From an optimization exercise on the open Yosys and OpenROAD flow, aimed at small area, a short achievable clock period and few clock cycles per item; shortcuts taken in it are not production practice.
In this exercise RTL edits were held to simulation tests only and were not proved equivalent to the original.

// gf_alu
module gf_alu (
    input  wire        clk,
    input  wire        rst,
    input  wire        start,
    input  wire [7:0]  op,
    input  wire [31:0] a,
    input  wire [31:0] b,
    output wire        ready,
    output reg         done,
    output wire [31:0] result,
    output reg         err,
    output wire [7:0]  errcode
);
    localparam [2:0] C_ADD  = 3'd0;    
    localparam [2:0] C_MUL  = 3'd1;    
    localparam [2:0] C_POW  = 3'd2;    
    localparam [2:0] C_LOOP = 3'd3;    
    localparam [2:0] C_ERRZ = 3'd4;    
    localparam [2:0] C_ILL  = 3'd5;    
    localparam [2:0] C_EXP  = 3'd6;    
    reg        errz;
    reg  [9:0] res;
    assign result  = {22'd0, res};
    assign errcode = {3'b000, err, 3'b000, errz};
    reg        v1;          
    reg  [2:0] cls;
    reg        f10;         
    reg  [9:0] p, q;        
    reg  [9:0] s;           
    reg  [9:0] c;           
    reg  [9:0] x;           
    reg  [1:0] cnt;         
    wire last    = (cls != C_POW) && !((cls == C_LOOP) && (cnt != 2'd0));
    assign ready = ~v1 | last;
    wire accept  = start & ready;
    wire       fin = op[5];                     
    wire [9:0] am  = {a[9:8] & {2{fin}}, a[7:0]};
    wire [9:0] bm  = {b[9:8] & {2{fin}}, b[7:0]};
    wire       a8z  = (a[7:0] == 8'd0);
    wire       a10z = a8z & (a[9:8] == 2'd0);
    wire [9:0] a2;
    gf_sq u_sqa (.f10(fin), .x(am), .y(a2));
    wire [7:0] log_a;
    gf8_log_rom u_log (.addr(a[7:0]), .data(log_a));
    wire [9:0] u10 = b[9:0], v10 = b[19:10], w10 = b[29:20], z10 = {8'd0, b[31:30]};
    wire [9:0] s10a = u10 ^ v10 ^ w10;
    wire [9:0] k10a = (u10 & v10) | (u10 & w10) | (v10 & w10);
    wire [9:0] c10a = {k10a[8:0], k10a[9]};
    wire [9:0] s10  = s10a ^ c10a ^ z10;
  ...
Size: ~70 flip-flops, about 120 I/O pins, about 11000 sq um of cells after synthesis.
clock: 7.0 ns
lec_check: 0
cap_margin: 20
core_margin: 2
core_utilization: 50
setup_slack_margin: 2.4
slew_margin: 20
tns_end_percent: 0
run.sh (not shown) runs the stock make flow with config.mk's settings and CLKGATE_MAP_FILE= SYNTH_SCRIPT=/design/flow/synth_recipe.tcl, a recipe that flattens the netlist after the stock synthesis.
The starting point ran to the end with no violations.
Testbench counts at the start, summed over its fixed seeds: cycles 4,818, items 3,200.
Rerun with:
- CORE_UTILIZATION: 50 -> 30
Outcome:
- cell area climbs by a few percent
- clock skew barely changes
- setup slack improves by 0.050 ns
- sequential share of layout area drops by 0.42 points
Rerun with:
- SETUP_SLACK_MARGIN: 2.4 -> 2.8
Effect: Wire length goes up by a few percent; count of clock-buffer cells in the layout shrinks by 1; clock skew is about the same; worst setup slack is better by 0.033 ns; first-iteration DRC count rose by a quarter to a third; synthesized area does not change; final cell count rose slightly; global-route usage climbs by 1.3 points; sequential share of layout area goes down by 0.29 points.
Rerun with:
- SETUP_SLACK_MARGIN: 2.8 -> 2.4
- TNS_END_PERCENT: 0 -> default
The new run completed with no timing, DRC or antenna violations.
Critical path depth is higher by 7.
Via count is lower by 2.9%.
Routed wire length came out lower by 4.4%.

gf_alu, a different RTL version from the one above (not shown whole).
For scale: ~1400 cells after synthesis, roughly 120 I/O pins, ~11000 sq um of cells after synthesis.
Settings: LEC_CHECK=0, CAP_MARGIN=20, CORE_MARGIN=2, CORE_UTILIZATION=30, SETUP_SLACK_MARGIN=3.2, SLEW_MARGIN=20, TNS_END_PERCENT=0; clock period 7.0 ns.
The baseline completed without violations.
Testbench counts at the start, summed over its fixed seeds: cycles 4,818, items 3,200.
Edit:
--- a/flow/config.mk
+++ b/flow/config.mk
@@ -9,5 +9,5 @@
 export CORE_MARGIN = 2
 export CORE_UTILIZATION = 30
-export SETUP_SLACK_MARGIN = 3.2
+export SETUP_SLACK_MARGIN = 2.4
 export SLEW_MARGIN = 20
 export TNS_END_PERCENT = 0
=> Non-clock buffer count shrinks by 53; final area shrinks by about 5.6%; die area does not change; clock-buffer cell count shrinks by 1; synthesized cell count does not change.
Edit:
--- a/flow/config.mk
+++ b/flow/config.mk
@@ -8,6 +8,6 @@
 export CAP_MARGIN = 20
 export CORE_MARGIN = 2
-export CORE_UTILIZATION = 30
-export SETUP_SLACK_MARGIN = 2.4
+export CORE_UTILIZATION = 40
+export SETUP_SLACK_MARGIN = 3.0
 export SLEW_MARGIN = 20
 export TNS_END_PERCENT = 0
What happened:
- The changed run produced a clean layout
- setup slack improved by 340 ps
- area after synthesis does not change
- non-clock buffer count climbs by 52
- design area climbs by a few percent
Edit:
--- a/flow/config.mk
+++ b/flow/config.mk
@@ -8,5 +8,5 @@
 export CAP_MARGIN = 20
 export CORE_MARGIN = 2
-export CORE_UTILIZATION = 40
+export CORE_UTILIZATION = 30
 export SETUP_SLACK_MARGIN = 3.0
 export SLEW_MARGIN = 20
What happened: The changed run passed the timing, DRC and antenna checks; cell count went up by 4.4%; worst setup slack improved by 58 ps; utilization went down by 12 points; clock skew hardly moves; area after synthesis does not change; routed wire length went down by 1.9%; synthesized cell count is unchanged; design area went up by 0.43%.

Another version of the RTL of gf_alu (not shown whole).
Size: about 70 flip-flops, about 120 I/O pins, roughly 11000 sq um of cells after synthesis.
Settings: LEC_CHECK=0, CAP_MARGIN=20, CORE_MARGIN=2, CORE_UTILIZATION=30, SLEW_MARGIN=20; clock period 7.0 ns.
Testbench counts at the start, summed over its fixed seeds: cycles 5,162, items 3,200.
Edit:
Settings changed: SETUP_SLACK_MARGIN set to 2.8.
Global-route usage goes up by 0.89 points. Synthesized area stays the same. Via count climbs by 5.1%. Design area goes up by 14%. Worst setup slack improves by 1.0 ns. Die area does not change. Critical path depth came out lower by 3. Hold slack is better by 0.029 ns. Wire length went up by 6.8%. Clock skew is about the same. Non-clock buffer count grows by 96.
Edit:
Settings changed: SETUP_SLACK_MARGIN 2.8 to 3.5.
The changed run completed with no timing, DRC or antenna violations.
Cell area came out higher by roughly a tenth.
Wire length came out higher by a little under a tenth.
Count of clock-buffer cells in the layout stays the same.
Core utilization came out higher by 3.8 points.
Clock skew came out lower by 0.0048 ns.
Setup slack is better by 0.049 ns.
Area after synthesis does not change.
Edit:
Settings changed: SETUP_SLACK_MARGIN 3.5 to 2.0.
Outcome: The new run finished with timing, DRC and antenna clean. Wire length decreases by 13%. Worst hold slack improved by 0.0095 ns. Final cell count decreases by 7.3%. Core utilization decreases by 7.8 points. Flip-flop and latch count does not change. Non-clock buffer count decreases by 157.

==> afterwards: timing with drivers on the ports <==
How much do the figures lean on ideal ports? The routed layouts below were timed once more, with nothing changed but the port constraints. Step 1: set_driving_cell puts a clkbuf_16 on clk and a buf_2 on each other input, an assumption about the parent block. Step 2 also shifts input and output timing later by t, the mid clock arrival at the registers, as if the neighbouring blocks saw the same clock. Three values: no drivers, after step 1, after step 2; two values: the first two.
run	t, ns	setup slack, ns	hold WS [ns]
the first run of note 1	0.382	2.447 / 2.447 / 2.089	0.501 / 0.501 / 0.501
the second run of note 1	0.392	2.497 / 2.520 / 2.128	0.505 / 0.505 / 0.505
the third run of note 1	0.389	2.529 / 2.548 / 2.160	0.511 / 0.511 / 0.511
the fourth run of note 1	0.393	2.513 / 2.537 / 2.144	0.506 / 0.506 / 0.506
the first run of note 2	0.370	2.785 / 2.785 / 2.463	0.483 / 0.483 / 0.483
the second run of note 2	0.374	2.482 / 2.484 / 2.109	0.481 / 0.481 / 0.481
the third run of note 2	0.378	2.821 / 2.829 / 2.461	0.476 / 0.476 / 0.476
the fourth run of note 2	0.377	2.878 / 2.878 / 2.549	0.475 / 0.475 / 0.475
the first run of note 3	0.393	1.393 / 1.393 / 1.393	0.578 / 0.578 / 0.578
the second run of note 3	0.395	2.414 / 2.414 / 2.414	0.607 / 0.607 / 0.607
the third run of note 3	0.390	2.463 / 2.463 / 2.463	0.568 / 0.568 / 0.568
the fourth run of note 3	0.391	2.077 / 2.077 / 2.077	0.578 / 0.578 / 0.578
After both steps every run listed still meets setup and hold. For the second run of note 2, which loses most, drivers alone change the setup slack by +0.002 ns; drivers and shift together by -0.373 ns.
